What follows belongs to an exercise in optimizing a design on an open flow for small area and few clock cycles; a production flow would make more cautious choices.
Only simulation tests tie the RTL to the original design; equivalence was not proved.
No run shown here takes its clock network from TritonCTS; it comes from the design's own scripts or RTL.
No driver is modelled on the clock port, so clock power and skew are understated where the tree is cut down; a real chip needs a root buffer or a tree.
Power is estimated from default activity; no workload was simulated.

===== design.v =====
module gxc16 (
    input  wire         clk,
    input  wire         rst,             
    input  wire         cmd_valid,
    output wire         cmd_ready,
    input  wire [127:0] cmd_word,
    output wire         rsp_valid,
    output wire [1:0]   rsp_status,
    output wire [15:0]  rsp_data,
    output wire [7:0]   rsp_errp,
    output wire         bus_req_valid,
    output wire [1:0]   bus_req_op,      
    output wire [7:0]   bus_req_reg,
    output wire [1:0]   bus_req_len,     
    output wire [15:0]  bus_req_wdata,   
    input  wire         bus_cpl_valid,
    input  wire         bus_cpl_err,
    input  wire [7:0]   bus_cpl_rdata,
    input  wire [7:0]   bus_cpl_errp
);
    localparam [1:0] ST_OK      = 2'd0,
                     ST_ERR_DIR = 2'd1,
                     ST_ERR_ILL = 2'd2,
                     ST_ERR_BUS = 2'd3;
    localparam [3:0] OPC_CFG   = 4'h1,
                     OPC_RD    = 4'h2,
                     OPC_RDPIN = 4'h3,
                     OPC_WR    = 4'h4,
                     OPC_WRPIN = 4'h5;
    reg [15:0] input_mask;
    reg [15:0] direction_mask;
    reg [15:0] active_low_mask;
    reg [15:0] output_cache;
    wire [15:0] output_mask = ~direction_mask;
    reg         req;         
    reg         rsp;         
    reg         m_rd;        
    reg         m_pin;       
    reg  [2:0]  cnt;
    wire        m_cfg = ~(cnt[0] & ~cnt[1]);
    wire        half  = cnt[2];
    reg         phase;       
    reg         cont;        
    reg  [1:0]  status_q;
    reg  [47:0] dq;
    wire [127:0] w   = cmd_word;
    wire [3:0]   opc = w[127:124];
    wire z_res = ~|w[122:97];
    wire z_a   = ~|w[96:32];
    wire z_b   = ~|w[31:16];
    wire z_c   = ~|w[15:9];
    wire z_d   = ~w[8];
    wire z_e   = ~|w[7:4];
    wire is_cfg   = (opc == OPC_CFG);
    wire is_rd    = (opc == OPC_RD);
    wire is_rdpin = (opc == OPC_RDPIN);
    wire is_wr    = (opc == OPC_WR);
    wire is_wrpin = (opc == OPC_WRPIN);
    wire legal = ~w[123] & z_res &
                 (is_cfg |
                  (is_rd    & z_a & z_b) |
                  (is_rdpin & z_a & z_b & z_c & z_d & z_e) |
                  (is_wr    & z_a) |
                  (is_wrpin & z_a & z_b & z_c & z_e));
    reg [15:0] f_in, f_out, f_pu, f_al, f_rise, f_fall;
    integer p;
    always @(*) begin
        for (p = 0; p < 16; p = p + 1) begin
            f_in[p]   = w[6*p + 0];
            f_out[p]  = w[6*p + 1];
            f_pu[p]   = w[6*p + 2];
            f_al[p]   = w[6*p + 3];
            f_rise[p] = w[6*p + 4];
            f_fall[p] = w[6*p + 5];
        end
    end
    wire        is_pin  = is_rdpin | is_wrpin;
    wire        is_rdc  = is_rd | is_rdpin;
    wire [15:0] pin_bit = 16'd1 << w[3:0];
    wire        pin_out = output_mask[w[3:0]];
    wire        dir_err = (is_rdpin & pin_out) | (is_wrpin & ~pin_out);
    wire [15:0] wsel    = is_wrpin ? pin_bit : (w[31:16] & output_mask);
    wire [15:0] wval    = is_wrpin ? {16{w[8]}} : w[15:0];
    wire [15:0] new_val = (output_cache & ~wsel) | (wval & wsel);
    wire        t_a     = is_pin ? ~w[3] : (is_rd ? |w[7:0]  : |(w[23:16] & output_mask[7:0]));
    wire        t_b     = is_pin ?  w[3] : (is_rd ? |w[15:8] : |(w[31:24] & output_mask[15:8]));
    wire cfg_upd  = legal & is_cfg;
    wire no_txn   = ~legal | dir_err | (is_cfg ? ~w[96] : ~(t_a | t_b));
    wire [15:0] d_a = dq[15:0];
    wire [15:0] d_b = dq[31:16];
    wire [15:0] d_p = dq[47:32];
    wire s_dir = (cnt == 3'b000);
    wire s_ie  = (cnt == 3'b010);
    wire s_dv  = (cnt == 3'b011);
    wire s_cm  = (cnt == 3'b100);
    wire s_pu  = (cnt == 3'b110);
    wire [15:0] cfg_wd = ({16{s_ie | s_cm}} & d_a) | ({16{s_ie}} & d_b) |
                         ({16{s_dv}} & d_a & d_b) |
                         ({16{s_dir}} & direction_mask) | ({16{s_pu}} & d_p);
    wire [7:0] wr_byte = half ? (dq[31:24] ^ active_low_mask[15:8])
                              : (dq[23:16] ^ active_low_mask[7:0]);
    wire [7:0] rd_x   = bus_cpl_rdata ^ (half ? active_low_mask[15:8] : active_low_mask[7:0]);
    wire [7:0] rd_y   = rd_x & (half ? dq[15:8] & input_mask[15:8] : dq[7:0] & input_mask[7:0]);
    wire       rd_bit = rd_x[dq[2:0]];
    wire cpl  = req & bus_cpl_valid;
    wire acc  = cmd_valid & ~req;
    wire last = m_cfg ? (cnt == 3'b110) : ((~m_rd | phase) & ~cont);
    always @(posedge clk) begin
        if (rst) begin
            req             <= 1'b0;
            rsp             <= 1'b0;
            input_mask      <= 16'h0000;
            direction_mask  <= 16'hFFFF;
            active_low_mask <= 16'h0000;
            output_cache    <= 16'h0000;
        end else begin
            rsp <= 1'b0;
            if (acc) begin
                m_rd     <= is_rdc;
                m_pin    <= is_rdpin;
                cnt      <= is_cfg ? 3'b000 : {~t_a, 2'b01};
                phase    <= 1'b0;
                cont     <= t_a & t_b;
                status_q <= ~legal ? ST_ERR_ILL : (dir_err ? ST_ERR_DIR : ST_OK);
                req      <= ~no_txn;
                rsp      <= no_txn;
                if (cfg_upd) begin
                    active_low_mask <= active_low_mask | f_al;
                    input_mask      <= input_mask | f_in;
                    direction_mask  <= direction_mask & ~(f_out & ~f_in);
                end
                if (is_cfg)
                    dq <= {f_in & f_pu, f_in & f_fall, f_in & (f_rise ^ f_fall)};
                else begin
                    dq[15:0]  <= w[15:0];
                    dq[31:16] <= new_val;
                end
            end else if (cpl) begin
                if (bus_cpl_err) begin
                    req        <= 1'b0;
                    rsp        <= 1'b1;
                    status_q   <= ST_ERR_BUS;
                    dq[23:16]  <= bus_cpl_errp;
                end else begin
                    if (m_rd & phase) begin
                        if (m_pin)
                            dq[0] <= rd_bit;
                        else if (half)
                            dq[15:8] <= rd_y;
                        else
                            dq[7:0]  <= rd_y;
                    end
                    if (last) begin
                        req <= 1'b0;
                        rsp <= 1'b1;
                        if (~m_cfg & ~m_rd)
                            output_cache <= dq[31:16];
                    end else if (m_cfg) begin
                        case (cnt)
                            3'b000:  cnt <= 3'b010;
                            3'b010:  cnt <= 3'b011;
                            3'b011:  cnt <= 3'b100;
                            default: cnt <= 3'b110;
                        endcase
                    end else if (m_rd & ~phase) begin
                        phase <= 1'b1;
                    end else begin
                        cnt[2] <= 1'b1;
                        phase <= 1'b0;
                        cont  <= 1'b0;
                    end
                end
            end
        end
    end
    assign cmd_ready     = ~req;
    assign rsp_valid     = rsp;
    assign rsp_status    = status_q;
    wire show = m_rd & (status_q == ST_OK);
    assign rsp_data      = {({15{show & ~m_pin}} & dq[15:1]), show & dq[0]} |
                           {16{status_q == ST_ERR_DIR}};
    assign rsp_errp      = dq[23:16];
    assign bus_req_valid = req;
    assign bus_req_op    = {m_rd & phase, m_rd & ~phase};
    assign bus_req_reg   = m_cfg ? {4'h0, cnt, 1'b0} : {7'b0001001, half};
    assign bus_req_len   = {m_cfg, ~m_cfg};
    assign bus_req_wdata = {cfg_wd[15:8], m_cfg ? cfg_wd[7:0] : wr_byte};
endmodule

===== flow/run.sh =====
#!/bin/bash
# The standard ORFS layout (standard.sh), run with a copy of the ORFS
# scripts that differs in three ways:
#  - synthesis maps the logic with an area-only ABC script (flow/abc_area.script,
#    used through ABC_AREA=1); registers are mapped before ABC as usual;
#  - the port buffers use the smallest buffer cell (buf_1);
#  - the clock tree is built by flow/manual_cts.tcl instead of TritonCTS: one
#    root buffer at the clock port's net, one leaf buffer per group of about 14
#    nearby flip-flops, the same two buffer levels to every register.
# Everything else, including timing repair after CTS, is ORFS's own step.
# Each tool's output is in standard.log and orfs/logs/.
set -euo pipefail
here=$(pwd)
rm -rf "$here/scripts_mod"
cp -r "$FLOW_HOME/scripts" "$here/scripts_mod"
cp "$here/flow/abc_area.script" "$here/scripts_mod/abc_area.script"
python3 - "$here/scripts_mod/cts.tcl" "$here/flow/manual_cts.tcl" <<'PY'
import sys
p, m = sys.argv[1], sys.argv[2]
s = open(p).read()
old = "log_cmd clock_tree_synthesis {*}$cts_args\n"
assert s.count(old) == 1
s = s.replace(old, "source {%s}\nmcts_build clk sky130_fd_sc_hd__clkbuf_8 sky130_fd_sc_hd__clkbuf_8 14\nset_propagated_clock [all_clocks]\n" % m)
open(p, "w").write(s)
PY
export BUFFER_PORTS_ARGS="-buffer_cell sky130_fd_sc_hd__buf_1"
bash standard.sh SCRIPTS_DIR="$here/scripts_mod" finish > standard.log 2>&1

===== flow/abc_area.script =====
&get -n
&st
&dc2
&dch -f
&nf -a -F 20 -A 20 -R 1000
&put
strash
&get -n
&dc2
&dch -f
&nf -a -F 20 -A 20 -R 1000
&put
topo

===== flow/manual_cts.tcl =====
# Clock tree built directly: the flip-flops are split into groups of nearby
# cells (k-means on their placed locations); each group gets one leaf clock
# buffer at its centre, and one root buffer next to the clock port drives
# all leaf buffers.  Every register sees the same two buffer levels.
proc mcts_build { clk_port leaf_cell root_cell group_size } {
  set block [ord::get_db_block]
  set clk_net [[$block findBTerm $clk_port] getNet]
  set sinks {}
  foreach it [$clk_net getITerms] {
    lappend sinks $it
  }
  set n [llength $sinks]
  set k [expr {int(ceil(double($n) / $group_size))}]
  if {$k < 1} { set k 1 }
  # sink locations (cell centres)
  set xs {}; set ys {}
  foreach it $sinks {
    set bb [[$it getInst] getBBox]
    lappend xs [expr {([$bb xMin] + [$bb xMax]) / 2.0}]
    lappend ys [expr {([$bb yMin] + [$bb yMax]) / 2.0}]
  }
  # k-means, seeded with sinks spread along the sorted x order
  set order [lsort -integer -indices [lmap x $xs {expr {int($x)}}]]
  set cx {}; set cy {}
  for {set j 0} {$j < $k} {incr j} {
    set i [lindex $order [expr {int(($j + 0.5) * $n / $k)}]]
    lappend cx [lindex $xs $i]; lappend cy [lindex $ys $i]
  }
  set cap [expr {int(ceil(double($n) / $k)) + 2}]
  for {set iter 0} {$iter < 30} {incr iter} {
    # balanced assignment: nearest centre with room left, farthest sinks first
    set cnt [lrepeat $k 0]
    set asg [lrepeat $n -1]
    set pairs {}
    for {set i 0} {$i < $n} {incr i} {
      set best 1e30
      for {set j 0} {$j < $k} {incr j} {
        set d [expr {abs([lindex $xs $i] - [lindex $cx $j]) + abs([lindex $ys $i] - [lindex $cy $j])}]
        if {$d < $best} { set best $d }
      }
      lappend pairs [list $i $best]
    }
    foreach p [lsort -real -decreasing -index 1 $pairs] {
      set i [lindex $p 0]
      set best 1e30; set bj -1
      for {set j 0} {$j < $k} {incr j} {
        if {[lindex $cnt $j] >= $cap} { continue }
        set d [expr {abs([lindex $xs $i] - [lindex $cx $j]) + abs([lindex $ys $i] - [lindex $cy $j])}]
        if {$d < $best} { set best $d; set bj $j }
      }
      lset asg $i $bj
      lset cnt $bj [expr {[lindex $cnt $bj] + 1}]
    }
    set sx [lrepeat $k 0.0]; set sy [lrepeat $k 0.0]
    for {set i 0} {$i < $n} {incr i} {
      set j [lindex $asg $i]
      lset sx $j [expr {[lindex $sx $j] + [lindex $xs $i]}]
      lset sy $j [expr {[lindex $sy $j] + [lindex $ys $i]}]
    }
    for {set j 0} {$j < $k} {incr j} {
      if {[lindex $cnt $j] > 0} {
        lset cx $j [expr {[lindex $sx $j] / [lindex $cnt $j]}]
        lset cy $j [expr {[lindex $sy $j] / [lindex $cnt $j]}]
      }
    }
  }
  # root buffer between the clock port and the leaf buffers, at the centre
  # of the leaf buffers
  set rx 0.0; set ry 0.0
  for {set j 0} {$j < $k} {incr j} {
    set rx [expr {$rx + [lindex $cx $j] / $k}]
    set ry [expr {$ry + [lindex $cy $j] / $k}]
  }
  set root_master [[ord::get_db] findMaster $root_cell]
  set leaf_master [[ord::get_db] findMaster $leaf_cell]
  set root [odb::dbInst_create $block $root_master "clkbuf_root"]
  set root_net [odb::dbNet_create $block "clknet_root"]
  $root_net setSigType CLOCK
  [$root findITerm A] connect $clk_net
  [$root findITerm X] connect $root_net
  $root setLocation [expr {int($rx)}] [expr {int($ry)}]
  $root setPlacementStatus PLACED
  for {set j 0} {$j < $k} {incr j} {
    set b [odb::dbInst_create $block $leaf_master "clkbuf_leaf_$j"]
    set net [odb::dbNet_create $block "clknet_leaf_$j"]
    $net setSigType CLOCK
    [$b findITerm A] connect $root_net
    [$b findITerm X] connect $net
    $b setLocation [expr {int([lindex $cx $j])}] [expr {int([lindex $cy $j])}]
    $b setPlacementStatus PLACED
  }
  for {set i 0} {$i < $n} {incr i} {
    set it [lindex $sinks $i]
    $it disconnect
    $it connect [$block findNet "clknet_leaf_[lindex $asg $i]"]
  }
  $clk_net setSigType CLOCK
  puts "manual CTS: $n sinks, $k leaf buffers ($leaf_cell), sizes [lsort -integer $cnt]"
}

===== standard.sh =====
#!/bin/bash
# synth_recipe.tcl (not shown) runs the flow's synth.tcl, then flattens the netlist and writes it again
# the make line also repeats each setting of config.mk as NAME=value (left out here)
make -C /OpenROAD-flow-scripts/flow DESIGN_CONFIG=/design/flow/config.mk WORK_HOME=/design/flow/orfs CLKGATE_MAP_FILE= SYNTH_SCRIPT=/design/flow/synth_recipe.tcl "${@:-finish}"

===== config.mk =====
export PLATFORM = sky130hd
export DESIGN_NAME = gxc16
export DESIGN_NICKNAME = gxc16
export VERILOG_FILES = /design/flow/design.v
export SDC_FILE = /design/flow/constraint.sdc
export NUM_CORES = 4
export LEC_CHECK = 0
export ABC_AREA = 1
export CAP_MARGIN = 20
export CORE_MARGIN = 2
export CORE_UTILIZATION = 65
export PLACE_DENSITY = 0.75
export SLEW_MARGIN = 20

===== constraint.sdc =====
create_clock -name core_clock -period 10.0 [get_ports {clk}]
set_input_delay 2.0000 -clock core_clock [delete_from_list [all_inputs] [get_ports {clk}]]
set_output_delay 2.0000 -clock core_clock [all_outputs]
set_load 0.01 [all_outputs]

==> results of run 1 <==
[critical path: cells and delay by family (launching register included)]
family          cells  cell delay, ns
buf+inv             1            0.18
flops               1            1.05
simple gates        2            1.19
compound gates      3            0.50
[layer usage]
layer / vias to the layer above / wire length [um]
li1: 3507 / -
met1: 3646 / 9730
met2: 713 / 12000
met3: 129 / 3890
met4: 0 / 1650
met5: - / 0
[sequential cells by signal, summed over array words and instances (netlist names)]
signal	cells
cnt	3
m_pin	1
rsp	1
active_low_mask	16
phase	1
m_rd	1
direction_mask	16
cont	1
status_q	2
dq	48
input_mask	16
output_cache	16
req	1
[layout make-up]
type | count | area [um^2]
Timing Repair Buffer | 218 | 880
Buffer | 10 | 138
Fill cell | 861 | 2520
Antenna cell | 1 | 2.50
Inverter | 56 | 210
Tap cell | 140 | 175
Sequential cell | 123 | 3030
Multi-Input combinational cell | 632 | 3790
[worst min-delay path by stage]
| stage | start | endpoint |
|---|---|---|
| global route | input_mask[11] | input_mask[11] |
| global placement | input_mask[5] | input_mask[5] |
| floorplan | input_mask[0] | input_mask[0] |
| CTS | input_mask[12] | input_mask[12] |
| finish | input_mask[13] | input_mask[13] |
| detailed placement | input_mask[1] | input_mask[1] |
[cells by family after synthesis]
group	count (synthesis)	synth area share, %
compound gates	257	23.1
fa+ha+maj	16	2.82
xor+xnor	24	2.97
buf+inv	71	4.45
simple gates	322	22.2
mux	10	1.59
flops	123	42.8
other cells	1	0.0529
[synthesized netlist by cell type (all sizes together), types with 7 or more instances]
cell type	instances	area, um^2
nor2	71	267
o32ai	7	61.3
nand3b	16	120
nand2	98	368
buf	15	105
o22ai	19	119
dfxtp	66	1320
nand4	10	62.6
nand3	28	140
mux2i	9	90.1
a211oi	17	128
a21oi	77	385
nor3	13	65.1
nand2b	22	138
clkinv	56	210
xnor2	23	201
and2	18	113
a222oi	8	80.1
a32oi	24	210
edfxtp	57	1710
a21o	17	128
nor4	21	131
a221o	8	80.1
ha	16	200
nor2b	9	56.3
o21ai	61	305
[through the flow]
stage	utilization (%)	power, mW	std cells	hold slack (ns)
final	76.6	0.937	1180	0.478
after global routing	76.5	0.960	1179	0.508
after CTS	76.5	0.926	1179	0.480
after detailed placement	75.3	0.694	1169	0.459
after global placement	75.2	0.691	1168	0.447
after floorplan	-	0.617	826	0.436
[where the power goes]
group / switching [mW] / total, mW / internal, mW
logic: 0.0974 / 0.146 / 0.0491
clock network: 0.158 / 0.248 / 0.0900
registers: 0.00931 / 0.543 / 0.533
total: 0.265 / 0.937 / 0.672
==> flow_metrics.tcl, run 1 <==
set metrics [dict create \
    status "finished clean" \
    busiest_layer "met2" \
    mostFrequentLayoutCells "buf_1, nand2_1, a21oi_1" \
    synth.distinct_cells 47 \
    pre_cts_slack_ns 5.28 \
    firstDrtPassIters 8 \
    placed_cell_area_um2 8090 \
    r2r-end "output_cache[0]" \
    grt-ovfl-total 0 \
    r2r_start "cnt[2]" \
    startpoint_type "flip-flop" \
    route.detailed.drc 0 \
    worst_pin_slew_ns 1.20 \
    critPathRequiredTime_ns 8.00 \
    slew_violations 0 \
    timing.setup.tns_ns 0 \
    nNetsFinal 1206 \
    grt_pass1_vias 7124 \
    layout_commonest_cell "buf_1" \
    core_um2 10700 \
    synthFlopType "dfxtp_1" \
    post_cts_resized 0 \
    min_path_type "flip-flop to flip-flop" \
    p_per_area_nw_per_um2 114 \
    crit_start "cnt[2]" \
    maxCapViolCount 0 \
    syn-cell-area_um2 7090 \
    clk_pin_slew_ns 0.10 \
    fin_area_um2 8230 \
    crit_fanout 20 \
    rsz0062_at_grt "false" \
    routedWlPerCell_um 23.1 \
    vias_per_cell 6.78 \
    fin_crit_ns 5.33 \
    dieArea_um2 11800 \
    ios 206 \
    reg2reg_depth 7 \
    fmax_ghz 0.188 \
    numPortBuffers 202 \
    criticalPathCategory "flip-flop to output pin" \
    yosys_register_bits 123 \
    setup_slack_ns 4.67 \
    synthCells 824 \
    yosysSeqAreaShare_pct 42.8 \
    leakage_nw 2.70 \
    gp_congestion 1.03 \
    finalCritPeriodShare_pct 53.3 \
    synth.avg_cell_area_um2 8.60 \
    max-vdd-ir-drop_mv 0.125 \
    post-cts-setup-buffer-count 0 \
    use_met1_pct 61.2 \
    num_vias 7995 \
    crit_chain "nand2b_1 > nor2_2 > a221o_1 > a21oi_1 > o21ai_0 > buf_1" \
    end_kind "output pin" \
    grt_usage_pct 45.1 \
    die_x_um 108 \
    arrival_ns 3.33 \
    hold_viol 0 \
    area_growth_pct 16.1 \
    endpoint "bus_req_wdata[5]" \
    grt_max_degree 71 \
    ant_nets 0 \
    async_flop_share_pct 0 \
    cts_hold_buf 0 \
    slew_headroom_pct 19.9 \
    finalSetupViolCount 0 \
    routed_wl_mm 27.3 \
    synth-warning-count 1 \
    dieHeight_um 108 \
    max_stage_delay_ns 1.05 \
    r2r_slack_ns 5.94 \
    critPathSlowestCell "edfxtp_1" \
    synth_edf_count 57 \
    drtIter0Drc 1218 \
    grtUsageMet3_pct 7.84 \
    start_util_pct 66.0 \
    grt_use_met2_pct 69.0 \
    grt_pass1_wl_mm 39.8 \
    insertion_delay_ns 0.41 \
    finalClockSkew_ns 0.0233 \
    dp_hpwl_mm 19.8 \
    min_path_cells 2 \
    antenna_found_initial 0 \
    drive_above_1_share_pct 3.66 \
    num_rows 38 \
]
Testbench counts, summed over its fixed seeds: cycles 22,997.
==> inputs of run 2 (changes only) <==
--- a/design.v
+++ b/design.v
@@ -28,10 +28,10 @@
                      OPC_WR    = 4'h4,
                      OPC_WRPIN = 4'h5;
     reg [15:0] input_mask;
-    reg [15:0] direction_mask;
+    reg [15:0] output_mask;
     reg [15:0] active_low_mask;
     reg [15:0] output_cache;
-    wire [15:0] output_mask = ~direction_mask;
+    wire [15:0] direction_mask = ~output_mask;
     reg         req;         
     reg         rsp;         
     reg         m_rd;        
@@ -94,82 +94,80 @@
     wire s_dv  = (cnt == 3'b011);
     wire s_cm  = (cnt == 3'b100);
     wire s_pu  = (cnt == 3'b110);
-    wire [15:0] cfg_wd = ({16{s_ie | s_cm}} & d_a) | ({16{s_ie}} & d_b) |
-                         ({16{s_dv}} & d_a & d_b) |
+    wire [15:0] cfg_wd = ({16{s_ie}} & (d_a | d_b)) | ({16{s_cm}} & (d_a ^ d_b)) |
+                         ({16{s_dv}} & ~d_a & d_b) |
                          ({16{s_dir}} & direction_mask) | ({16{s_pu}} & d_p);
     wire [7:0] wr_byte = half ? (dq[31:24] ^ active_low_mask[15:8])
                               : (dq[23:16] ^ active_low_mask[7:0]);
     wire [7:0] rd_x   = bus_cpl_rdata ^ (half ? active_low_mask[15:8] : active_low_mask[7:0]);
     wire [7:0] rd_y   = rd_x & (half ? dq[15:8] & input_mask[15:8] : dq[7:0] & input_mask[7:0]);
     wire       rd_bit = rd_x[dq[2:0]];
-    wire cpl  = req & bus_cpl_valid;
-    wire acc  = cmd_valid & ~req;
+    wire cpl  = req & bus_cpl_valid;                   
+    wire ferr = cpl & bus_cpl_err;                     
+    wire acc  = cmd_valid & ~req;                      
     wire last = m_cfg ? (cnt == 3'b110) : ((~m_rd | phase) & ~cont);
+    wire more = cpl & ~bus_cpl_err & ~last;           
+    wire st_c = more & m_cfg;                          
+    wire st_r = more & ~m_cfg & m_rd & ~phase;         
+    wire st_b = more & ~m_cfg & ~(m_rd & ~phase);      
+    wire [2:0] cnt_acc = is_cfg ? 3'b000 : {~t_a, 2'b01};
+    wire [2:0] cnt_nxt = {cnt[2] | (cnt[1] & cnt[0]), ~cnt[0], cnt[1] & ~cnt[0]};
+    wire [1:0] st_acc  = ~legal ? ST_ERR_ILL : (dir_err ? ST_ERR_DIR : ST_OK);
+    always @(posedge clk)
+        if (acc) begin
+            m_rd  <= is_rdc;
+            m_pin <= is_rdpin;
+        end
+    always @(posedge clk) begin
+        cnt[1:0] <= ({2{acc}} & cnt_acc[1:0]) | ({2{st_c}} & cnt_nxt[1:0]) |
+                    ({2{~acc & ~st_c}} & cnt[1:0]);
+        cnt[2]   <= (acc & cnt_acc[2]) | (st_c & cnt_nxt[2]) | st_b |
+                    (~acc & ~st_c & ~st_b & cnt[2]);
+        phase    <= st_r | (~acc & ~st_b & phase);
+        cont     <= (acc & t_a & t_b) | (~acc & ~st_b & cont);
+        status_q <= ({2{acc}} & st_acc) | ({2{ferr}} & ST_ERR_BUS) |
+                    ({2{~acc & ~ferr}} & status_q);
+    end
+    wire rdw = cpl & ~bus_cpl_err & m_rd & phase;      
+    wire wa  = rdw & ~m_pin & ~half;
+    wire wb  = rdw & ~m_pin & half;
+    wire w0  = rdw & m_pin;
+    wire ld_c = acc & is_cfg;
+    wire ld_o = acc & ~is_cfg;
+    wire [15:0] lo_ld   = ({16{ld_c}} & f_in & f_rise) | ({16{ld_o}} & w[15:0]);
+    wire [15:0] lo_rd   = {({8{wb}} & rd_y), ({7{wa}} & rd_y[7:1]), (wa & rd_y[0]) | (w0 & rd_bit)};
+    wire [15:0] lo_keep = ~({16{acc}} | {{8{wb}}, {7{wa}}, wa | w0});
+    wire [15:0] hi_ld   = ({16{ld_c}} & f_in & f_fall) | ({16{ld_o}} & new_val);
+    wire [15:0] hi_err  = {8'd0, {8{ferr}} & bus_cpl_errp};
+    wire [15:0] hi_keep = ~({16{acc}} | {8'd0, {8{ferr}}});
+    wire [15:0] p_ld    = {16{ld_c}} & f_in & f_pu;
+    always @(posedge clk)
+        dq <= {p_ld | ({16{~ld_c}} & dq[47:32]),
+               hi_ld | hi_err | (hi_keep & dq[31:16]),
+               lo_ld | lo_rd | (lo_keep & dq[15:0])};
     always @(posedge clk) begin
         if (rst) begin
             req             <= 1'b0;
             rsp             <= 1'b0;
             input_mask      <= 16'h0000;
-            direction_mask  <= 16'hFFFF;
+            output_mask     <= 16'h0000;
             active_low_mask <= 16'h0000;
             output_cache    <= 16'h0000;
         end else begin
             rsp <= 1'b0;
             if (acc) begin
-                m_rd     <= is_rdc;
-                m_pin    <= is_rdpin;
-                cnt      <= is_cfg ? 3'b000 : {~t_a, 2'b01};
-                phase    <= 1'b0;
-                cont     <= t_a & t_b;
-                status_q <= ~legal ? ST_ERR_ILL : (dir_err ? ST_ERR_DIR : ST_OK);
-                req      <= ~no_txn;
-                rsp      <= no_txn;
+                req <= ~no_txn;
+                rsp <= no_txn;
                 if (cfg_upd) begin
                     active_low_mask <= active_low_mask | f_al;
                     input_mask      <= input_mask | f_in;
-                    direction_mask  <= direction_mask & ~(f_out & ~f_in);
+                    output_mask     <= output_mask | (f_out & ~f_in);
                 end
-                if (is_cfg)
-                    dq <= {f_in & f_pu, f_in & f_fall, f_in & (f_rise ^ f_fall)};
-                else begin
-                    dq[15:0]  <= w[15:0];
-                    dq[31:16] <= new_val;
-                end
-            end else if (cpl) begin
-                if (bus_cpl_err) begin
-                    req        <= 1'b0;
-                    rsp        <= 1'b1;
-                    status_q   <= ST_ERR_BUS;
-                    dq[23:16]  <= bus_cpl_errp;
-                end else begin
-                    if (m_rd & phase) begin
-                        if (m_pin)
-                            dq[0] <= rd_bit;
-                        else if (half)
-                            dq[15:8] <= rd_y;
-                        else
-                            dq[7:0]  <= rd_y;
-                    end
-                    if (last) begin
-                        req <= 1'b0;
-                        rsp <= 1'b1;
-                        if (~m_cfg & ~m_rd)
-                            output_cache <= dq[31:16];
-                    end else if (m_cfg) begin
-                        case (cnt)
-                            3'b000:  cnt <= 3'b010;
-                            3'b010:  cnt <= 3'b011;
-                            3'b011:  cnt <= 3'b100;
-                            default: cnt <= 3'b110;
-                        endcase
-                    end else if (m_rd & ~phase) begin
-                        phase <= 1'b1;
-                    end else begin
-                        cnt[2] <= 1'b1;
-                        phase <= 1'b0;
-                        cont  <= 1'b0;
-                    end
-                end
+            end else if (cpl & (bus_cpl_err | last)) begin
+                req <= 1'b0;
+                rsp <= 1'b1;
+                if (~bus_cpl_err & ~m_cfg & ~m_rd)
+                    output_cache <= dq[31:16];
             end
         end
     end
--- a/flow/run.sh
+++ b/flow/run.sh
@@ -1,8 +1,10 @@
 #!/bin/bash
 # The standard ORFS layout (standard.sh), run with a copy of the ORFS
-# scripts that differs in three ways:
+# scripts, differing from it in these ways:
 #  - synthesis maps the logic with an area-only ABC script (flow/abc_area.script,
-#    used through ABC_AREA=1); registers are mapped before ABC as usual;
+#    used through ABC_AREA=1) and leaves adder extraction out (ADDER_MAP_FILE
+#    empty), so that all logic goes through ABC; registers are mapped before
+#    ABC as usual, with the same cells and names;
 #  - the port buffers use the smallest buffer cell (buf_1);
 #  - the clock tree is built by flow/manual_cts.tcl instead of TritonCTS: one
 #    root buffer at the clock port's net, one leaf buffer per group of about 14
@@ -24,4 +26,4 @@
 open(p, "w").write(s)
 PY
 export BUFFER_PORTS_ARGS="-buffer_cell sky130_fd_sc_hd__buf_1"
-bash standard.sh SCRIPTS_DIR="$here/scripts_mod" finish > standard.log 2>&1
+bash standard.sh SCRIPTS_DIR="$here/scripts_mod" ADDER_MAP_FILE= finish > standard.log 2>&1
==> flow_metrics.tcl, run 2 <==
set metrics [dict create \
    p_clk_share_pct 26.8 \
    finalCritPeriodShare_pct 54.3 \
    fmax_ghz 0.184 \
    drive_above_1_share_pct 3.09 \
    switchingPower_uw 290 \
    synthCells 858 \
    criticalPathCategory "flip-flop to output pin" \
    route.detailed.drc 0 \
    synth_compound_area_share_pct 27.9 \
    arrival_ns 3.43 \
    regArea_um2 2480 \
    synthAdderAreaFrac_pct 0 \
    hold_viol 0 \
    finalSetupViolCount 0 \
    ys_top_cells_by_count "nand2_1, dfxtp_1, a21oi_1" \
    cts_hold_buf 0 \
    layout_commonest_cell "buf_1" \
    startpoint_type "flip-flop" \
    dp_hpwl_mm 19.2 \
    end_kind "output pin" \
    nFillCells 758 \
    gp_congestion 1.05 \
    crit_fanout 24 \
    p_int_uw 651 \
    area_growth_pct 16.8 \
    synth.avg_cell_area_um2 7.57 \
    dieHeight_um 104 \
    yosys_register_bits 123 \
    synth-xor-area-share_pct 3.23 \
    finalClockSkew_ns 0.0392 \
    routedWlPerCell_um 22.9 \
    fin_cells 1202 \
    largest_register "dq" \
    p_comb_share_pct 16.9 \
    firstDrtPassIters 9 \
    dp.cells 1192 \
    switching_share_pct 30.8 \
    min_path_type "flip-flop to flip-flop" \
    grt_pass1_wl_mm 41.6 \
    vias_per_cell 6.90 \
    fin_util_pct 78.0 \
    insertion_delay_ns 0.43 \
    synth_top_area_share_pct 37.3 \
    post_cts_resized 0 \
    p_per_area_nw_per_um2 124 \
    yosys.area.top_type "dfxtp_1" \
    synth-warning-count 1 \
    post-cts-setup-buffer-count 0 \
    synthFlopType "dfxtp_1" \
    antenna_found_initial 1 \
    largest_register_ffs 48 \
    placed_cell_area_um2 7450 \
    timing.setup.tns_ns 0 \
    drtIter0Drc 1098 \
    core_um2 9730 \
    grt_max_degree 67 \
    slew_violations 0 \
    multi_input_area_um2 3870 \
    mostFrequentLayoutCells "buf_1, nand2_1, dfxtp_1" \
    worst_pin_slew_ns 1.31 \
    synth_top_family_by_area "compound AO/OA/AOI/OAI gates" \
    clk_pin_slew_ns 0.10 \
    dieArea_um2 10800 \
    pre_cts_slack_ns 4.90 \
    ios 206 \
    maxCapViolCount 0 \
    num_rows 36 \
    nNetsFinal 1220 \
    rsz0062_at_grt "false" \
    synth_area_leaders "dfxtp_1, nand2_1, a21oi_1, nor2_1, o21ai_0" \
    numPortBuffers 202 \
    die_x_um 104 \
    status "finished clean" \
    setup_slack_ns 4.57 \
    synthSimpleGateAreaFrac_pct 25.6 \
    yosysSeqAreaShare_pct 38.2 \
    seq_power_share_pct 56.3 \
    num_vias 8299 \
    critPathRequiredTime_ns 8.00 \
    fin_crit_ns 5.43 \
    async_flop_share_pct 0 \
    leakage_nw 2.67 \
    synthMuxAreaShare_pct 2.10 \
    slew_headroom_pct 12.4 \
    syn-cell-area_um2 6500 \
    synth.distinct_cells 48 \
    fin_area_um2 7590 \
    grt_usage_pct 48.6 \
    min_path_cells 2 \
    routed_wl_mm 27.5 \
    synth_edf_count 2 \
    ant_nets 0 \
    reg2reg_depth 7 \
    n_antenna_cell 0 \
    yosysMostFrequentCell "nand2_1" \
    start_util_pct 66.8 \
    grt-ovfl-total 0 \
    grt_pass1_vias 7626 \
    max-vdd-ir-drop_mv 0.106 \
]
-- run 2: metal layers --
metal  global-route usage, %  up-vias  part of all wire, %
li1                        -     3620                    -
met1                    60.7     3740                   33
met2                    74.9      759                   42
met3                    15.1      180                   17
met4                    26.6        0                  7.2
met5                       0        -                    0
-- run 2: final cells by class --
class,instances,area share (%)
inverter,23,1.14
sequential,123,32.7
timing repair buffer,214,11.2
tap,133,2.19
multi-input combinational,699,51.0
buffer,10,1.81
-- run 2: cells by family (layout without fill, tap and decap cells) --
family	count (synthesis)	count (layout)
flip-flops	123	123
other	1	3
XOR/XNOR	24	24
buffers and inverters	38	247
AND/OR/NAND/NOR	379	379
multiplexers	11	11
AO/OA/AOI/OAI	282	282
-- run 2: power by group through the flow --
stage	sequential [mW]	clock, mW	combinational, mW
5_1_grt	0.533	0.259	0.166
2_1_floorplan	0.538	0	0.0705
4_1_cts	0.529	0.246	0.150
6_report	0.530	0.252	0.159
3_5_place_dp	0.541	0	0.149
3_3_place_gp	0.540	0	0.147
-- run 2: per-stage QoR --
stage	total power [mW]	hold slack [ns]
final	0.941	0.449
after floorplan	0.608	0.416
after CTS	0.925	0.448
after global placement	0.687	0.429
after detailed placement	0.690	0.433
after global routing	0.959	0.469
-- run 2: final timing paths --
check / start / end / slack (ns)
max: cnt[2] / bus_req_wdata[2] / 4.57
min reg2reg: dq[32] / dq[32] / 0.45
min: dq[32] / dq[32] / 0.45
max reg2reg: cnt[2] / output_cache[0] / 6.28
-- run 2: critical path: stages, from the launching register on --
cell,delay (ns)
dfxtp_1,0.56
buf_4,0.43
clkinv_1,0.22
nor2_1,0.91
buf_4,0.38
a221oi_1,0.13
o221ai_1,0.16
buf_1,0.20
Testbench counts of run 2, summed over its fixed seeds: cycles 22,997.
==> inputs of run 3 (changes only) <==
--- a/design.v
+++ b/design.v
@@ -132,11 +132,15 @@
     wire wa  = rdw & ~m_pin & ~half;
     wire wb  = rdw & ~m_pin & half;
     wire w0  = rdw & m_pin;
-    wire ld_c = acc & is_cfg;
-    wire ld_o = acc & ~is_cfg;
-    wire [15:0] lo_ld   = ({16{ld_c}} & f_in & f_rise) | ({16{ld_o}} & w[15:0]);
+    wire ld_c  = acc & is_cfg;
+    wire ld_o  = acc & ~is_cfg;
+    wire ld_ca = ld_c & w[96] & legal;                 
+    wire ld_r  = acc & is_rdc & legal & ~dir_err;      
+    wire ld_d  = acc & legal & dir_err;                
+    wire clr   = ferr | (cpl & m_cfg & last);          
+    wire [15:0] lo_ld   = ({16{ld_ca}} & f_in & f_rise) | ({16{ld_r}} & w[15:0]) | {16{ld_d}};
     wire [15:0] lo_rd   = {({8{wb}} & rd_y), ({7{wa}} & rd_y[7:1]), (wa & rd_y[0]) | (w0 & rd_bit)};
-    wire [15:0] lo_keep = ~({16{acc}} | {{8{wb}}, {7{wa}}, wa | w0});
+    wire [15:0] lo_keep = ~({16{acc | clr}} | {{8{wb | w0}}, {7{wa | w0}}, wa | w0});
     wire [15:0] hi_ld   = ({16{ld_c}} & f_in & f_fall) | ({16{ld_o}} & new_val);
     wire [15:0] hi_err  = {8'd0, {8{ferr}} & bus_cpl_errp};
     wire [15:0] hi_keep = ~({16{acc}} | {8'd0, {8{ferr}}});
@@ -174,9 +178,7 @@
     assign cmd_ready     = ~req;
     assign rsp_valid     = rsp;
     assign rsp_status    = status_q;
-    wire show = m_rd & (status_q == ST_OK);
-    assign rsp_data      = {({15{show & ~m_pin}} & dq[15:1]), show & dq[0]} |
-                           {16{status_q == ST_ERR_DIR}};
+    assign rsp_data      = dq[15:0];
     assign rsp_errp      = dq[23:16];
     assign bus_req_valid = req;
     assign bus_req_op    = {m_rd & phase, m_rd & ~phase};
==> flow_metrics.tcl, run 3 <==
set metrics [dict create \
    antenna_found_initial 0 \
    grt_max_degree 67 \
    path_buf_inv 2 \
    slew_headroom_pct 19.5 \
    criticalPathCategory "primary input to flip-flop" \
    die_x_um 104 \
    ios 206 \
    status "finished clean" \
    start_util_pct 66.5 \
    synth.avg_cell_area_um2 7.69 \
    numPortBuffers 202 \
    yosysSeqAreaShare_pct 38.4 \
    p_comb_share_pct 16.2 \
    synth-warning-count 1 \
    cts_hold_buf 0 \
    r2r_slack_ns 6.46 \
    min_path_type "flip-flop to flip-flop" \
    max-vdd-ir-drop_mv 0.0998 \
    layout_commonest_cell "buf_1" \
    core_um2 9730 \
    dieHeight_um 104 \
    synth_top_area_share_pct 37.4 \
    path_common_cell "or2_0" \
    dieArea_um2 10800 \
    synth.distinct_cells 49 \
    grt_pass1_wl_mm 41.4 \
    timing.setup.tns_ns 0 \
    finalCritPeriodShare_pct 52.3 \
    num_rows 36 \
    largest_register "dq" \
    drive_above_1_share_pct 2.76 \
    yosysMostFrequentCell "nand2_1" \
    n_antenna_cell 0 \
    crit_fanout 20 \
    area_growth_pct 17.0 \
    critPathRequiredTime_ns 10.31 \
    setup_slack_ns 4.77 \
    max_stage_delay_ns 0.91 \
    placed_cell_area_um2 7410 \
    slew_violations 0 \
    ys_top_cells_by_count "nand2_1, dfxtp_1, a21oi_1" \
    grt_pass1_vias 7551 \
    pre_cts_slack_ns 4.46 \
    syn-cell-area_um2 6470 \
    worst_pin_slew_ns 1.20 \
    routed_wl_mm 27.3 \
    post-cts-setup-buffer-count 0 \
    fin_cells 1185 \
    dp.cells 1174 \
    critPathSlowestCell "nor3_2" \
    nFillCells 742 \
    mostFrequentLayoutCells "buf_1, nand2_1, dfxtp_1" \
    firstDrtPassIters 6 \
    synthCells 841 \
    yosys.area.top_type "dfxtp_1" \
    startpoint_type "primary input" \
    insertion_delay_ns 0.41 \
    synth_area_leaders "dfxtp_1, a21oi_1, nand2_1, nor2_1, o21ai_0" \
    num_vias 8322 \
    dp_hpwl_mm 19.3 \
    gp_congestion 1.02 \
    fmax_ghz 0.191 \
    post_cts_resized 0 \
    synthFlopType "dfxtp_1" \
    synth_edf_count 2 \
    crit_chain "buf_1 > nand2b_1 > or2_0 > buf_4 > nand2_1 > nor4bb_1 > nor2_1 > o32ai_1 > a31oi_1 > or3_1 > or2_0 > nor3_2 > a21oi_1 > o221ai_1" \
    end_kind "flip-flop" \
    seq_power_share_pct 56.3 \
    switchingPower_uw 280 \
    nNetsFinal 1203 \
    finalClockSkew_ns 0.0311 \
    async_flop_share_pct 0 \
    holdWs_ns 0.457 \
    p_clk_share_pct 27.5 \
    critPathTopFamily "simple AND/OR/NAND/NOR gates" \
    drtIter0Drc 1289 \
    fin_area_um2 7570 \
    leakage_nw 2.68 \
    grt_usage_pct 48.4 \
    finalSetupViolCount 0 \
    largest_register_ffs 48 \
    hold_viol 0 \
    switching_share_pct 30.2 \
    rsz0062_at_grt "false" \
    fin_crit_ns 5.23 \
    route.detailed.drc 0 \
    arrival_ns 5.55 \
    maxCapViolCount 0 \
    yosys_register_bits 123 \
    grt-ovfl-total 0 \
    p_int_uw 646 \
    p_per_area_nw_per_um2 122 \
    routedWlPerCell_um 23.0 \
    vias_per_cell 7.02 \
    clk_pin_slew_ns 0.08 \
    ant_nets 0 \
]
run 3: metal layers:
metal / routed length (um) / GRT usage (%)
met1: 9340 / 63.1
met2: 11300 / 73.4
met3: 4600 / 13.2
met4: 2080 / 25.4
met5: 0 / 0
run 3: layout make-up:
class                      count  area [um^2]  share of cell area, %
buffer                        10          138                   1.82
inverter                      24         90.1                   1.19
multi-input combinational    681         3830                   50.6
sequential                   123         2480                   32.8
tap                          133          166                   2.20
timing repair buffer         214          862                   11.4
run 3: metrics by stage:
step | util (%) | total power [mW]
floorplan | - | 0.596
global placement | 76.2 | 0.670
detailed placement | 76.2 | 0.674
CTS | 77.6 | 0.911
global route | 77.8 | 0.947
finish | 77.8 | 0.925
run 3: worst register-to-register path, stage by stage, from the launching register on:
cell and delay, ns:
dfxtp_1 0.36, clkinv_1 0.07, nand2_1 0.55, nor4_2 0.46, buf_4 0.53, and2_0 1.02, a32oi_1 0.26, o21ai_0 0.14
a211o_1 0.11
run 3: cells by family (layout without fill, tap and decap cells):
group	count (synthesis)	count (layout)	share of synthesized area, %
compound gates	314	314	30.8
xor+xnor	24	24	3.25
buf+inv	39	248	3.02
flops	123	123	38.4
mux	9	9	1.59
other cells	1	3	0.0580
simple gates	331	331	22.9
run 3: power groups by stage:
stage / combinational [mW] / clock, mW / sequential [mW]
after floorplan: 0.0635 / 0 / 0.532
after global placement: 0.139 / 0 / 0.531
after detailed placement: 0.142 / 0 / 0.532
after CTS: 0.143 / 0.247 / 0.521
after global routing: 0.159 / 0.265 / 0.523
final: 0.150 / 0.254 / 0.521
run 3: worst paths after layout:
kind | start | to | depth (start not counted)
setup / recovery | cmd_word[125] | dq[0] | 14
setup reg to reg | req | dq[8] | 8
hold reg to reg | output_cache[3] | output_cache[3] | 2
hold / removal | output_cache[3] | output_cache[3] | 2
Testbench counts of run 3, summed over its fixed seeds: cycles 22,997.
==> inputs of run 4 (changes only) <==
--- a/config.mk
+++ b/config.mk
@@ -8,6 +8,6 @@
 export ABC_AREA = 1
 export CAP_MARGIN = 20
 export CORE_MARGIN = 2
-export CORE_UTILIZATION = 65
-export PLACE_DENSITY = 0.75
+export CORE_UTILIZATION = 50
+export PLACE_DENSITY = 0.65
 export SLEW_MARGIN = 20
==> flow_metrics.tcl, run 4 <==
set metrics [dict create \
    finalSetupViolCount 0 \
    synthFlopType "dfxtp_1" \
    reg2reg_depth 10 \
    num_rows 41 \
    synth_area_leaders "dfxtp_1, a21oi_1, nand2_1, nor2_1, o21ai_0" \
    num_vias 8019 \
    slew_violations 0 \
    start_util_pct 51.3 \
    yosysMostFrequentCell "nand2_1" \
    criticalPathCategory "flip-flop to output pin" \
    dieHeight_um 118 \
    synthAdderAreaFrac_pct 0 \
    async_flop_share_pct 0 \
    r2r_slack_ns 6.14 \
    yosys_register_bits 123 \
    arrival_ns 3.27 \
    grt_max_degree 67 \
    grt-ovfl-total 0 \
    nNetsFinal 1203 \
    dieArea_um2 13900 \
    layout_commonest_cell "buf_1" \
    area_growth_pct 17.7 \
    finalClockSkew_ns 0.0270 \
    timing.setup.tns_ns 0 \
    antenna_found_initial 0 \
    status "finished clean" \
    syn-cell-area_um2 6470 \
    synthCells 841 \
    synth_compound_area_share_pct 30.8 \
    r2r-end "dq[10]" \
    rsz0062_at_grt "false" \
    synth-warning-count 1 \
    routed_wl_mm 28.7 \
    synth.distinct_cells 49 \
    fin_crit_ns 5.27 \
    mostFrequentLayoutCells "buf_1, nand2_1, dfxtp_1" \
    vias_per_cell 6.55 \
    cts_hold_buf 0 \
    synth_edf_count 2 \
    ys_top_cells_by_count "nand2_1, dfxtp_1, a21oi_1" \
    gp_congestion 1.06 \
    grt_usage_pct 39.7 \
    synth.avg_cell_area_um2 7.69 \
    crit_fanout 35 \
    firstDrtPassIters 8 \
    yosys.area.top_type "dfxtp_1" \
    fin_total_pwr_uw 926 \
    synth-xor-area-share_pct 3.25 \
    numPortBuffers 202 \
    synth_top_family_by_area "compound AO/OA/AOI/OAI gates" \
    yosysSeqAreaShare_pct 38.4 \
    hold_viol 0 \
    grt_pass1_wl_mm 43.2 \
    leakage_nw 2.69 \
    dp_hpwl_mm 21.0 \
    clk_pin_slew_ns 0.09 \
    n_antenna_cell 0 \
    p_per_area_nw_per_um2 122 \
    maxCapViolCount 0 \
    min_to "output_cache[9]" \
    post_cts_resized 0 \
    drtIter0Drc 1171 \
    finalCritPeriodShare_pct 52.7 \
    startpoint_type "flip-flop" \
    min_path_type "flip-flop to flip-flop" \
    holdWs_ns 0.457 \
    grt_pass1_vias 7229 \
    synthMuxAreaShare_pct 1.59 \
    die_x_um 118 \
    fmax_ghz 0.190 \
    worst_pin_slew_ns 1.30 \
    post-cts-setup-buffer-count 0 \
    route.detailed.drc 0 \
    min_path_cells 2 \
    critPathRequiredTime_ns 8.00 \
    largest_register "dq" \
    end_kind "output pin" \
    r2r_start "cnt[2]" \
    routedWlPerCell_um 23.5 \
    largest_register_ffs 48 \
    holdCritStartpoint "output_cache[9]" \
    insertion_delay_ns 0.44 \
    ant_nets 0 \
    slew_headroom_pct 13.3 \
    synthSimpleGateAreaFrac_pct 22.9 \
    synth_top_area_share_pct 37.4 \
    max-vdd-ir-drop_mv 0.0966 \
    core_um2 12600 \
    drive_above_1_share_pct 2.85 \
    ios 206 \
]
run 4: changes by cell type in the layout (fill, tap and decap cells not counted):
cell	change
nor2b_2	+1
nor2b_1	-1
buf_12	-1
nor3b_2	-1
buf_4	+1
nor3b_4	+1
run 4: kinds of logic (layout without fill, tap and decap cells):
logic type	Yosys count	after routing
xor gates and xnor gates	24	24
AOI/OAI and AO/OA	314	314
DFF	123	123
other	1	3
buffers and inverters	39	248
muxes	9	9
and+or+nand+nor	331	331
run 4: report_power, final:
group	total (mW)	internal [mW]	leakage (nW)	switching, mW
clock	0.256	0.0898	0.0719	0.166
combinational	0.150	0.0462	1.61	0.104
sequential	0.521	0.509	1.00	0.0115
run 4: how the worst max path moves through the flow:
stage                        endpoint  slack, ns           from  depth (start not counted)
detailed placement              dq[0]       4.58  cmd_word[125]                         14
global placement                dq[0]       4.65  cmd_word[125]                         14
CTS                  bus_req_wdata[9]       4.77         cnt[2]                          9
global route        bus_req_wdata[11]       4.59         cnt[2]                          9
finish              bus_req_wdata[10]       4.73         cnt[2]                          9
floorplan                      dq[10]       2.94  cmd_word[125]                          7
run 4: cell type report:
type,count,area [um^2]
Fill cell,1264,5010
Multi-Input combinational cell,681,3840
Sequential cell,123,2480
Timing Repair Buffer,214,850
Tap cell,172,215
Buffer,10,138
Inverter,24,90.1
run 4: stage by stage:
step | cells | utilization (%) | setup slack [ns] | cell area, um^2
2_1_floorplan | 843 | - | 2.94 | 6480
4_1_cts | 1224 | 60.3 | 4.77 | 7610
3_3_place_gp | 1214 | 59.2 | 4.65 | 7470
3_5_place_dp | 1214 | 59.2 | 4.58 | 7470
6_report | 1224 | 60.3 | 4.73 | 7610
5_1_grt | 1224 | 60.3 | 4.59 | 7610
run 4: worst max-delay path, cell delays in order (launching register included):
cell	delay (ns)
dfxtp_1	0.32
buf_4	0.40
clkinv_1	0.37
or3_1	0.39
buf_4	0.22
o21a_1	0.37
a21oi_1	0.23
o22ai_1	0.19
o211ai_1	0.15
buf_1	0.17
run 4: layer usage:
layer  vias to the layer above  wire length [um]  track usage (%)
met5                         -                 0                0
met4                         0              1240             14.5
met3                        87              3300             4.75
met2                       587             12500             61.4
met1                      3759             11600             56.9
li1                       3586                 -                -

==> afterwards: timing with drivers on the ports <==
The flow's constraints put no driver on any port. The routed layouts listed below were extracted and timed again, unchanged, in two steps. Step 1 assumes that a clkbuf_16 drives the clock port and a buf_2 every other input. Step 2 times the ports against the registers' clock, not the clock port: input delays grow and output delays shrink by t, the midpoint of the rising clock arrivals with the driver on. a / b / c = ideal ports / drivers / drivers and shift; a / b = the first two.
run | t, ns | setup WS [ns] | worst setup path at the end | latest minus earliest clock arrival (ns) | worst slew at a driven data input, ns
run 1 | 0.441 | 4.668 / 4.629 / 5.070 | register to output | 0.023 / 0.024 | 0.04
run 2 | 0.447 | 4.572 / 4.531 / 4.929 | input to register | 0.040 / 0.040 | 0.04
run 3 | 0.436 | 4.766 / 4.782 / 4.346 | input to register | 0.032 / 0.032 | 0.06
run 4 | 0.468 | 4.732 / 4.694 / 4.495 | input to register | 0.028 / 0.028 | 0.05
After both steps setup and hold are still met in every run listed. For run 3, which loses most, drivers alone change the setup slack by +0.016 ns; drivers and shift together by -0.420 ns.
